Source: an optimization exercise on an open RTL-to-GDS flow (aim: small area, a short achievable clock period and few clock cycles). Production flows keep margins and buffers that such runs may drop. RTL that was checked went through simulation tests only; none was proved equivalent to the original. Power and IR drop assume default switching activity.

==> 05-21: inputs <==
==> flow/design.v (excerpt) <==
module cw_core (
    input  wire        clk,
    input  wire        rst,
    input  wire        cfg_mode,
    input  wire [15:0] cfg_debounce,
    input  wire        cfg_wgp,
    input  wire        cfg_ot_en,
    input  wire        cfg_st_en,
    input  wire        op_valid,
    output wire        op_ready,
    input  wire [39:0] op_word,
    output reg         resp_valid,
    output reg  [8:0]  resp,
    output wire        key_out,
    output reg         tone_tx,
    output reg         sidetone
);
Settings: LEC_CHECK=0, CAP_MARGIN=20, CORE_MARGIN=2, CORE_UTILIZATION=70, SLEW_MARGIN=20; clock period 32.0 ns.
run.sh (not shown) runs the stock make flow with config.mk's settings and CLKGATE_MAP_FILE= SYNTH_SCRIPT=/design/flow/synth_recipe.tcl, a recipe that flattens the netlist after the stock synthesis.
==> 10-12 (differences from 05-21) <==
--- a/flow/design.v
+++ b/flow/design.v
@@ -18,45 +18,12 @@
         end
     endgenerate
     wire e0 = ~|p;             
     wire e1 = &(p ~^ c);       
     assign big = ~(s[K] ? e1 : e0);
 endmodule
-module cw_rsub #(parameter W = 12) (
-    input  wire [W-1:0] a,
-    input  wire [W-1:0] b,
-    output wire [W-1:0] d,
-    output wire         nb
-);
-    wire [W:0] c;
-    assign c[0] = 1'b1;
-    genvar i;
-    generate
-        for (i = 0; i < W; i = i + 1) begin : g
-            assign d[i]   = a[i] ^ ~b[i] ^ c[i];
-            assign c[i+1] = (a[i] & ~b[i]) | (c[i] & (a[i] ^ ~b[i]));
-        end
-    endgenerate
-    assign nb = c[W];
-endmodule
-module cw_radd #(parameter W = 12) (
-    input  wire [W-1:0] a,
-    input  wire [W-1:0] b,
-    output wire [W:0]   s
-);
-    wire [W:0] c;
-    assign c[0] = 1'b0;
-    genvar i;
-    generate
-        for (i = 0; i < W; i = i + 1) begin : g
-            assign s[i]   = a[i] ^ b[i] ^ c[i];
-            assign c[i+1] = (a[i] & b[i]) | (c[i] & (a[i] ^ b[i]));
-        end
-    endgenerate
-    assign s[W] = c[W];
-endmodule
 module cw_core (
     input  wire        clk,
     input  wire        rst,
     input  wire        cfg_mode,
     input  wire [15:0] cfg_debounce,
     input  wire        cfg_wgp,
@@ -230,99 +197,12 @@
             8'h79: find_index = 26;
             8'h7A: find_index = 27;
                 default: find_index = 8'hFF;
             endcase
         end
     endfunction
-    function automatic [6:0] find_code(input [7:0] c);
-        begin
-            case (c)
-            8'h21: find_code = 117;
-            8'h22: find_code = 82;
-            8'h26: find_code = 34;
-            8'h27: find_code = 94;
-            8'h28: find_code = 45;
-            8'h29: find_code = 109;
-            8'h2A: find_code = 28;
-            8'h2B: find_code = 42;
-            8'h2C: find_code = 115;
-            8'h2D: find_code = 97;
-            8'h2E: find_code = 106;
-            8'h2F: find_code = 41;
-            8'h30: find_code = 63;
-            8'h31: find_code = 62;
-            8'h32: find_code = 60;
-            8'h33: find_code = 56;
-            8'h34: find_code = 48;
-            8'h35: find_code = 32;
-            8'h36: find_code = 33;
-            8'h37: find_code = 35;
-            8'h38: find_code = 39;
-            8'h39: find_code = 47;
-            8'h3A: find_code = 71;
-            8'h3B: find_code = 85;
-            8'h3D: find_code = 49;
-            8'h3F: find_code = 76;
-            8'h40: find_code = 86;
-            8'h41: find_code = 6;
-            8'h42: find_code = 17;
-            8'h43: find_code = 21;
-            8'h44: find_code = 9;
-            8'h45: find_code = 2;
-            8'h46: find_code = 20;
-            8'h47: find_code = 11;
-            8'h48: find_code = 16;
-            8'h49: find_code = 4;
-            8'h4A: find_code = 30;
-            8'h4B: find_code = 13;
-            8'h4C: find_code = 18;
-            8'h4D: find_code = 7;
-            8'h4E: find_code = 5;
-            8'h4F: find_code = 15;
-            8'h50: find_code = 22;
-            8'h51: find_code = 27;
-            8'h52: find_code = 10;
-            8'h53: find_code = 8;
-            8'h54: find_code = 3;
-            8'h55: find_code = 12;
-            8'h56: find_code = 24;
-            8'h57: find_code = 14;
-            8'h58: find_code = 25;
-            8'h59: find_code = 29;
-            8'h5A: find_code = 19;
-            8'h5F: find_code = 108;
-            8'h61: find_code = 6;
-            8'h62: find_code = 17;
-            8'h63: find_code = 21;
-            8'h64: find_code = 9;
-            8'h65: find_code = 2;
-            8'h66: find_code = 20;
-            8'h67: find_code = 11;
-            8'h68: find_code = 16;
-            8'h69: find_code = 4;
-            8'h6A: find_code = 30;
-            8'h6B: find_code = 13;
-            8'h6C: find_code = 18;
-            8'h6D: find_code = 7;
-            8'h6E: find_code = 5;
-            8'h6F: find_code = 15;
-            8'h70: find_code = 22;
-            8'h71: find_code = 27;
-            8'h72: find_code = 10;
-            8'h73: find_code = 8;
-            8'h74: find_code = 3;
-            8'h75: find_code = 12;
-            8'h76: find_code = 24;
-            8'h77: find_code = 14;
-            8'h78: find_code = 25;
-            8'h79: find_code = 29;
-            8'h7A: find_code = 19;
-                default: find_code = 7'd1;
-            endcase
-        end
-    endfunction
     reg        rst_r;
     reg        rv;
     reg [39:0] r;
     reg        rdy;
     reg        c_mode, c_wgp;
     reg [15:0] c_deb;
@@ -374,15 +254,14 @@
         end else begin
             nbit   = 1'b0;
             rfirst = 1'b0;
         end
     end
     wire [11:0] dt    = {rfirst ? 11'd0 : rem, nbit};
-    wire [11:0] dsb;
-    wire        qb;
-    cw_rsub #(.W(12)) u_dv (.a(dt), .b({1'b0, dv_w}), .d(dsb), .nb(qb));
+    wire [12:0] dsb   = {1'b0, dt} - {2'b00, dv_w};
+    wire        qb    = ~dsb[12];
     wire [10:0] rem_n = qb ? dsb[10:0] : dt[10:0];
     wire q_dot  = dv_cnt < 6'd11;
     wire q_dash = (dv_cnt >= 6'd11) && (dv_cnt < 6'd23);
     wire q_wgap = (dv_cnt >= 6'd23) && (dv_cnt < 6'd37);
     wire [2:0]  t3    = {(rfirst ? 2'd0 : r3), (dv_cnt < 6'd37) ? qb : 1'b0};
     wire        o3    = t3 >= 3'd3;
@@ -427,13 +306,14 @@
         end
     end
     reg [10:0] enc_dot;
     reg [11:0] enc_dash;
     reg [13:0] enc_wgap;
     reg        enc_pv;
-    reg [6:0]  enc_s;             
+    reg [6:0]  enc_p;
+    reg [2:0]  enc_cursor;
     reg [2:0]  enc_phase;
     reg [31:0] enc_phase_start;
     reg [13:0] enc_phase_len;
     reg [10:0] dec_dot;
     reg [11:0] dec_dash;
     reg [13:0] dec_thr;           
@@ -464,14 +344,13 @@
     wire gt_q   = !sp_zero && (sp_big || sp_lo[13:9] != 5'd0 || sp_lo[8:0] > dec_dot[10:2]);  
     wire ge_2d  = !sp_zero && (sp_big || sp_lo[13:12] != 2'd0 || sp_lo[11:0] >= {dec_dot, 1'b0});
     wire over   = !sp_zero && (sp_big || sp_lo > dec_thr);
     wire [12:0] d_lo;  wire d_big;
     cw_dlo #(.K(13)) u_dd (.a(dec_sig_state ? dec_last_trans : dec_space_start),
                            .b(dec_mark_start), .lo(d_lo), .big(d_big));
-    wire [12:0] dd;
-    cw_radd #(.W(12)) u_dd2 (.a({1'b0, dec_dot}), .b(dec_dash), .s(dd));
+    wire [12:0] dd     = {2'b00, dec_dot} + {1'b0, dec_dash};
     reg         isdot, isdash;
     always @(posedge clk) begin
         isdot  <= !d_big && d_lo[12:11] == 2'd0 && {d_lo[10:0], 1'b0} < dec_dash;
         isdash <= !d_big && d_lo < dd;
     end
     wire c2     = !dec_pending && gt_q;
@@ -482,50 +361,66 @@
                        isdash ? {dec_tree[5:0], 1'b0} + 7'd2 : dec_tree;
     wire pend1  = dec_pending || (c2 && (err || isdot || isdash));
     wire c3     = ge_2d && (tree1 != 7'd0);
     wire c4     = over && !dec_ws_emitted && (tree1 == 7'd0) && !(c2 && err);
     wire enc_idle = (enc_phase == PH_IDLE) && !enc_pv;
     wire e_due = b_big || (b_lo >= enc_phase_len);
-    wire       more = (enc_s[6:1] != 6'd1);    
+    reg [2:0] a_n;
+    always @* begin
+        casez (enc_p)
+            7'b1??????: a_n = 3'd6;
+            7'b01?????: a_n = 3'd5;
+            7'b001????: a_n = 3'd4;
+            7'b0001???: a_n = 3'd3;
+            7'b00001??: a_n = 3'd2;
+            7'b000001?: a_n = 3'd1;
+            default:    a_n = 3'd0;
+        endcase
+    end
+    wire [2:0] a_cur = a_n - 3'd1;
+    wire       a_sym = enc_p[a_cur];
+    wire [2:0] g_cur = enc_cursor - 3'd1;
+    wire       g_sym = enc_p[g_cur];
     wire        idle_ph = (enc_phase == PH_IDLE);
     wire [13:0] gap_len = (idle_ph ? enc_wgap : {2'b00, enc_dash}) -
                           (idle_ph ? {2'b00, enc_dash} : {3'b000, enc_dot});
     reg [2:0]  et_phase;
-    reg        et_shift;
+    reg [2:0]  et_cursor;
     reg [13:0] et_len;
     reg        et_start;
     reg        et_done;
     always @* begin
         et_phase  = enc_phase;
-        et_shift  = 1'b0;
+        et_cursor = enc_cursor;
         et_len    = enc_phase_len;
         et_start  = 1'b0;
         et_done   = 1'b0;
         if (idle_ph) begin
             if (enc_pv) begin
                 et_start = 1'b1;
-                if (enc_s == 7'd1) begin
+                if (a_n == 3'd0) begin
                     et_phase = PH_WORD_GAP;
                     et_len   = gap_len;
                 end else begin
                     et_phase  = PH_ASSERT;
-                    et_len    = enc_s[0] ? {2'b00, enc_dash} : {3'b000, enc_dot};
+                    et_cursor = a_cur;
+                    et_len    = a_sym ? {2'b00, enc_dash} : {3'b000, enc_dot};
                 end
             end
         end else if (e_due) begin
             et_start = 1'b1;
             case (enc_phase)
                 PH_ASSERT: begin
                     et_phase = PH_GAP_SYMBOL;
                     et_len   = {3'b000, enc_dot};
                 end
                 PH_GAP_SYMBOL: begin
-                    if (more) begin
-                        et_shift  = 1'b1;
+                    if (enc_cursor != 3'd0) begin
+                        et_cursor = g_cur;
                         et_phase  = PH_ASSERT;
-                        et_len    = enc_s[1] ? {2'b00, enc_dash} : {3'b000, enc_dot};
+                        et_len    = g_sym ? {2'b00, enc_dash} : {3'b000, enc_dot};
                     end else begin
                         et_phase  = PH_GAP_LETTER;
                         et_len    = gap_len;
                     end
                 end
                 default: begin
@@ -598,18 +493,18 @@
                 enc_phase     <= et_phase;
                 if (et_done)  enc_pv <= 1'b0;
             end
             if (ex && opc == 4'd8 && write_ok) enc_pv <= 1'b1;
         end
         if (ex && opc == 4'd6) begin
-            if (et_shift) enc_s <= {1'b0, enc_s[6:1]};
+            enc_cursor    <= et_cursor;
             enc_phase_len <= et_len;
             if (et_start) enc_phase_start <= now;
         end
         if (ex && opc == 4'd8 && write_ok)
-            enc_s <= find_code(r[7:0]);
+            enc_p <= fnd[7] ? 7'd1 : fnd[6:0] + 7'd1;
     end
     wire [7:0] lk = lookup((opc == 4'd9) ? r[6:0] : dec_out[6:0]);
     reg  [7:0] data;
     always @* begin
         case (opc)
             4'd3:    data = {7'd0, dec_out != EMPTY};
Settings changed: CORE_UTILIZATION 70 to 40.
==> summary.txt <==
Layout
  • Finished Layout Cells: 3242
  • Synthesis-to-finish area growth: 10.02%
  • Multi-In Gates: 2062

Route
  • DRT Pass-1 Iters: 9
  • DR vias: 22170

Worst setup path
  • Reg2reg end: dec_thr[0]$_SDFFCE_PP0P_
  • CP bufs+invs: 3
  • Instance count on the critical path: 10
  • Critical path's slowest cell: nor2_1

GRT
  • Met2 GRT Util: 0.6148
  • M1 GR Usage: 0.4973

Power and ir drop
  • Flop+latch power: 0.000524 W
  • Register share of total power: 0.460

STA
  • Worst Clk Skew: 0.02387 ns

Placed design
  • Routability cong.: about 0.96

Yosys
  • Synth cell count leaders: nand2_1 (268), nor2_1 (244), edfxtp_1 (234), a21oi_1 (186), ha_1 (174)
  • Area contributors post-synth: edfxtp_1 (28%), dfxtp_1 (11%), ha_1 (8.6%)

Status
  • Status: no timing/DRC/antenna violations
That was 05-21.
==> summary.txt <==
Yosys
  • Synth cell count leaders: nor2_1 (247), edfxtp_1 (237), nand2_1 (223), ha_1 (197), inv_1 (188)

Placed design
  • Routability cong.: roughly 0.88

GRT
  • Met2 GRT Util: 0.3418

Min path
  • Hold path depth: 2

Layout
  • Synthesis-to-finish area growth: 12.58%
  • Seq Cell Count: about 370
  • Multi-In Gates: 2051

Floorplanning
  • Tap Cells: 846

Route
  • DR vias: approximately 21000

Worst setup path
  • Instance count on the critical path: 8
  • Critical path's slowest cell: mux2i_1

Status
  • Status: no timing/DRC/antenna violations

Power and ir drop
  • Flop+latch power: 0.000519 W
  • Register share of total power: 0.447
  • Final Power: 0.001162 W

STA
  • Worst Clk Skew: 0.01952 ns
That was 10-12.
Testbench counts of 10-12, summed over its fixed seeds: cycles 249,352.
Function not checked in 05-21: the RTL went through the layout flow alone.


==> inputs of xenon <==
Another version of the RTL of cw_core (not shown whole).
Settings: LEC_CHECK=0, CAP_MARGIN=20, CORE_MARGIN=2, CORE_UTILIZATION=40, SLEW_MARGIN=20; clock period 32.0 ns.
standard.sh (not shown) runs the stock make flow with config.mk's settings and CLKGATE_MAP_FILE= SYNTH_SCRIPT=/design/flow/synth_recipe.tcl, a recipe that flattens the netlist after the stock synthesis.
==> flow/flow/run.sh <==
#!/bin/bash
# Own layout flow: the standard flow, except that the port buffers that
# global placement inserts (inputN / outputN) are made plain buffers
# (sky130_fd_sc_hd__buf_2) instead of delay buffers before clock-tree
# synthesis. Each tool's output goes to a log of its own in this folder.
set -euo pipefail
RES=orfs/results/${FLOW_PLATFORM}/cw_core/base
bash standard.sh synth          > log_1_synth.log 2>&1
bash standard.sh floorplan      > log_2_floorplan.log 2>&1
bash standard.sh place          > log_3_place.log 2>&1
cat > port_buffers.tcl <<EOT
read_db $RES/3_place.odb
set db [ord::get_db]
set buf [\$db findMaster sky130_fd_sc_hd__buf_2]
set n 0
foreach inst [[ord::get_db_block] getInsts] {
  if {[regexp {^(input|output)[0-9]+\$} [\$inst getName]] &&
      [string match {sky130_fd_sc_hd__clkdlybuf*} [[\$inst getMaster] getName]]} {
    \$inst swapMaster \$buf
    incr n
  }
}
puts "swapped \$n port buffers"
detailed_placement
check_placement -verbose
write_db $RES/3_place.odb
EOT
openroad -no_init -exit port_buffers.tcl > log_3_port_buffers.log 2>&1
bash standard.sh finish         > log_4_finish.log 2>&1
==> inputs of violet, as changes to xenon <==
--- a/flow/design.v
+++ b/flow/design.v
@@ -388,12 +388,14 @@
             rfirst = 1'b0;
         end
     end
     wire [11:0] dt    = {rfirst ? 11'd0 : rem, nbit};
     wire [11:0] dsb;
+    wire        dsb_nb;
     wire        qb;
-    cw_rsub #(.W(12)) u_dv (.a(dt), .b({1'b0, w_op}), .d(dsb), .nb(qb));
+    cw_cmp  #(.W(12)) u_dq (.a(dt), .b({1'b0, w_op}), .cin(1'b1), .ge(qb));
+    cw_rsub #(.W(12)) u_dv (.a(dt), .b({1'b0, w_op}), .d(dsb), .nb(dsb_nb));
     wire [10:0] rem_n = qb ? dsb[10:0] : dt[10:0];
     wire q_dot  = dv_cnt < 6'd11;
     wire q_dash = (dv_cnt >= 6'd11) && (dv_cnt < 6'd23);
     wire q_wgap = (dv_cnt >= 6'd23) && (dv_cnt < 6'd37);
     wire [2:0]  t3    = {(rfirst ? 2'd0 : r3), (dv_cnt < 6'd37) ? qb : 1'b0};
Settings changed: ABC_AREA set to 1, CAP_MARGIN 20 to 50, CTS_CLUSTER_DIAMETER set to 110, CTS_CLUSTER_SIZE set to 20, SLEW_MARGIN 20 to 70.
==> inputs of maple, as changes to xenon <==
--- a/flow/design.v
+++ b/flow/design.v
@@ -355,25 +355,26 @@
             4'd9:        legal = (r[35:7] == 29'd0);
             default:     legal = 1'b0;
         endcase
     end
     reg  fv;                  
+    reg  dv_busy;
     wire is_dt  = (opc == 4'd2);
-    wire ss_r   = rv && legal && (opc == 4'd1 || opc == 4'd5);    
-    wire dv_last;
-    wire hold   = rv && ((ss_r && !dv_last) || (is_dt && !fv));    
+    wire hold   = rv && (dv_busy || (is_dt && !fv));    
     wire go     = rv && !hold;
     wire ex     = go && legal;
+    wire ex_ss  = ex && (opc == 4'd1 || opc == 4'd5);
+    reg        dv_dec;
     reg [5:0]  dv_cnt;
+    reg [10:0] dv_w;
     reg [10:0] rem;
     reg [1:0]  r3;
     wire [10:0] w_op = r[15] ? 11'd1 :
                        (r[14:0] == 15'd0) ? 11'd1 :
                        (r[14:11] != 4'd0 || r[10:0] > 11'd1200) ? 11'd1200 : r[10:0];
-    wire dv_dec  = ~opc[2];
     wire dv_ext  = dv_dec && c_wgp;                   
-    assign dv_last = dv_ext ? (dv_cnt == 6'd37) : (dv_cnt == 6'd36);
+    wire dv_last = dv_ext ? (dv_cnt == 6'd37) : (dv_cnt == 6'd36);
     reg nbit, rfirst;
     always @* begin
         if (dv_cnt < 6'd11) begin
             nbit   = 11'd1200 >> (6'd10 - dv_cnt);
             rfirst = (dv_cnt == 6'd0);
@@ -389,25 +390,24 @@
         end
     end
     wire [11:0] dt    = {rfirst ? 11'd0 : rem, nbit};
     wire [11:0] dsb;
     wire        qb;
-    cw_rsub #(.W(12)) u_dv (.a(dt), .b({1'b0, w_op}), .d(dsb), .nb(qb));
+    cw_rsub #(.W(12)) u_dv (.a(dt), .b({1'b0, dv_w}), .d(dsb), .nb(qb));
     wire [10:0] rem_n = qb ? dsb[10:0] : dt[10:0];
     wire q_dot  = dv_cnt < 6'd11;
     wire q_dash = (dv_cnt >= 6'd11) && (dv_cnt < 6'd23);
     wire q_wgap = (dv_cnt >= 6'd23) && (dv_cnt < 6'd37);
     wire [2:0]  t3    = {(rfirst ? 2'd0 : r3), (dv_cnt < 6'd37) ? qb : 1'b0};
     wire        o3    = t3 >= 3'd3;
     wire [1:0]  r3_n  = o3 ? t3[1:0] - 2'd3 : t3[1:0];
     wire ld        = op_valid && rdy;
     wire dt_in     = (op_word[39:36] == 4'd2);
-    wire ss_in     = (op_word[38:36] == 3'b001 || op_word[38:36] == 3'b101) && !op_word[39];
-    wire dchg      = (go && is_dt) || (ss_r && dv_dec);    
-    wire dv_more   = ss_r && (dv_cnt != (dv_ext ? 6'd36 : 6'd35));
-    wire rdy_n     = !((ld && (ss_in || (dt_in && dchg))) ||
-                       (hold && (dv_more || (is_dt && dchg))));
+    wire dchg      = (go && is_dt) || (dv_busy && dv_dec);    
+    wire dv_busy_n = ex_ss || (dv_busy && !dv_last);
+    wire rdy_n     = !((ld && (dv_busy_n || (dt_in && dchg))) ||
+                       (hold && (dv_busy_n || (is_dt && dchg))));
     always @(posedge clk) begin
         c_mode <= cfg_mode;
         c_wgp  <= cfg_wgp;
         c_thr  <= cfg_mode ? {6'd0, dec_dot} : {cfg_debounce, 1'b0};
         rst_r  <= rst;
@@ -418,17 +418,25 @@
         end else begin
             rv  <= ld || hold;
             rdy <= rst_r || rdy_n;
         end
         if (rst_r) begin
-            dv_cnt <= 6'd0;
-            fv     <= 1'b0;
+            dv_busy <= 1'b0;
+            fv      <= 1'b0;
         end else begin
-            fv     <= !dchg;
-            dv_cnt <= (ss_r && !dv_last) ? dv_cnt + 6'd1 : 6'd0;
+            fv  <= !dchg;
+            if (ex_ss) begin
+                dv_busy <= 1'b1;
+                dv_dec  <= ~opc[2];
+                dv_w    <= w_op;
+                dv_cnt  <= 6'd0;
+            end else if (dv_busy) begin
+                dv_cnt <= dv_cnt + 6'd1;
+                if (dv_last) dv_busy <= 1'b0;
+            end
         end
-        if (ss_r) begin
+        if (dv_busy) begin
             rem <= rem_n;
             r3  <= r3_n;
         end
     end
     reg [10:0] enc_dot;
@@ -549,12 +557,12 @@
             endcase
         end
     end
     wire [7:0] fnd = find_index(r[7:0]);
     wire write_ok = enc_idle && (r[7:0] != FILL) && (r[7:0] != EMPTY);
-    wire dv_d = ss_r && dv_dec;
-    wire dv_e = ss_r && !dv_dec;
+    wire dv_d = dv_busy && dv_dec;
+    wire dv_e = dv_busy && !dv_dec;
     always @(posedge clk) begin
         if (rst_r) begin
             dec_dot         <= DOT_RESET;
             dec_dash        <= DASH_RESET;
             dec_thr         <= c_wgp ? W23_RESET : WGAP_RESET;
==> impl_summary.log <==
INFO  metric run_status = no timing/DRC/antenna violations
INFO  metric fillers = 5955
INFO  metric share_seq_of_total_power = 43.7%
INFO  metric synth-seq-cells = between 300 and 400
INFO  metric worst_setup_path_end_kind = output pin
INFO  metric synthesized_area_fraction_occupied_by_and_or_nand_nor_cells = about 18%
INFO  metric die_area = 65200 um^2
INFO  metric detailed_place_hpwl = roughly 60000 um
INFO  metric synth.most_common_cell = sky130_fd_sc_hd__nor2_1
INFO  metric cts_inserted_buffers = 42
INFO  metric final.period_utilization = roughly a quarter
INFO  metric synth_fa_ha_area_share = between 9 and 10%
[end of results for maple]
==> impl_summary.log <==
INFO  metric run_status = no timing/DRC/antenna violations
INFO  metric fillers = 5911
INFO  metric share_seq_of_total_power = 43.5%
INFO  metric detailed_place_hpwl = between 50000 and 60000 um
INFO  metric final.period_utilization = 24.4%
INFO  metric synthArstFlopShare = 0%
INFO  metric synth.most_common_cell = sky130_fd_sc_hd__nor2_1
INFO  metric synth_fa_ha_area_share = 9.46%
INFO  metric synth-seq-cells = roughly 340
INFO  metric cts_inserted_buffers = 43
[end of results for xenon]
==> impl_summary.log <==
INFO  metric die_area = 62400 um^2
INFO  metric fp.coreArea = ~60000 um^2
INFO  metric final.period_utilization = 23.4%
INFO  metric worst_setup_path_end_kind = output pin
INFO  metric drcViolationCount = 0
INFO  metric signal_buffer_area_fraction = 2.78%
INFO  metric grt.overflow.total = 0
INFO  metric fillers = 6143
INFO  metric n_antenna_cell = 0
INFO  metric synth-seq-cells = roughly 340
INFO  metric cts_inserted_buffers = 22
INFO  metric route.vias.total = about 22000
INFO  metric run_status = no timing/DRC/antenna violations
INFO  metric multi_input_comb_cells = 2245
INFO  metric synthesized_area_fraction_occupied_by_and_or_nand_nor_cells = 25.5%
INFO  metric share_seq_of_total_power = 53.4%
INFO  metric detailed_place_hpwl = between 50000 and 60000 um
INFO  metric clock-root-buffer = sky130_fd_sc_hd__clkbuf_16
[end of results for violet]
Function was not checked in any run of this note: the RTL went through the layout flow alone.

[separate check: timing with driven ports]
The results above use ideal ports. As a check the final layouts listed here were re-extracted and re-timed, cells and wires unchanged.
Step 1: set_driving_cell puts a clkbuf_16 on clk and a buf_2 on each other input, an assumption about the parent block.
Step 2 also shifts input and output timing later by t, the mid clock arrival at the registers, as if the neighbouring blocks saw the same clock.
Three values: ideal ports, drivers, drivers and shift; two values: the first two.
run | t (ns) | slack for setup (ns) | pins driven straight from the clock port
05-21 | 0.630 | 23.482 / 23.517 / 22.887 | 1
10-12 | 0.651 | 23.511 / 23.554 / 22.902 | 1
xenon | 0.650 | 24.206 / 24.206 / 24.206 | 1
violet | 0.628 | 24.520 / 24.463 / 24.791 | 1
maple | 0.638 | 24.467 / 24.413 / 23.987 | 1
After both steps setup and hold are still met in every run listed. For 10-12, which loses most, drivers alone change the setup slack by +0.043 ns; drivers and shift together by -0.609 ns.
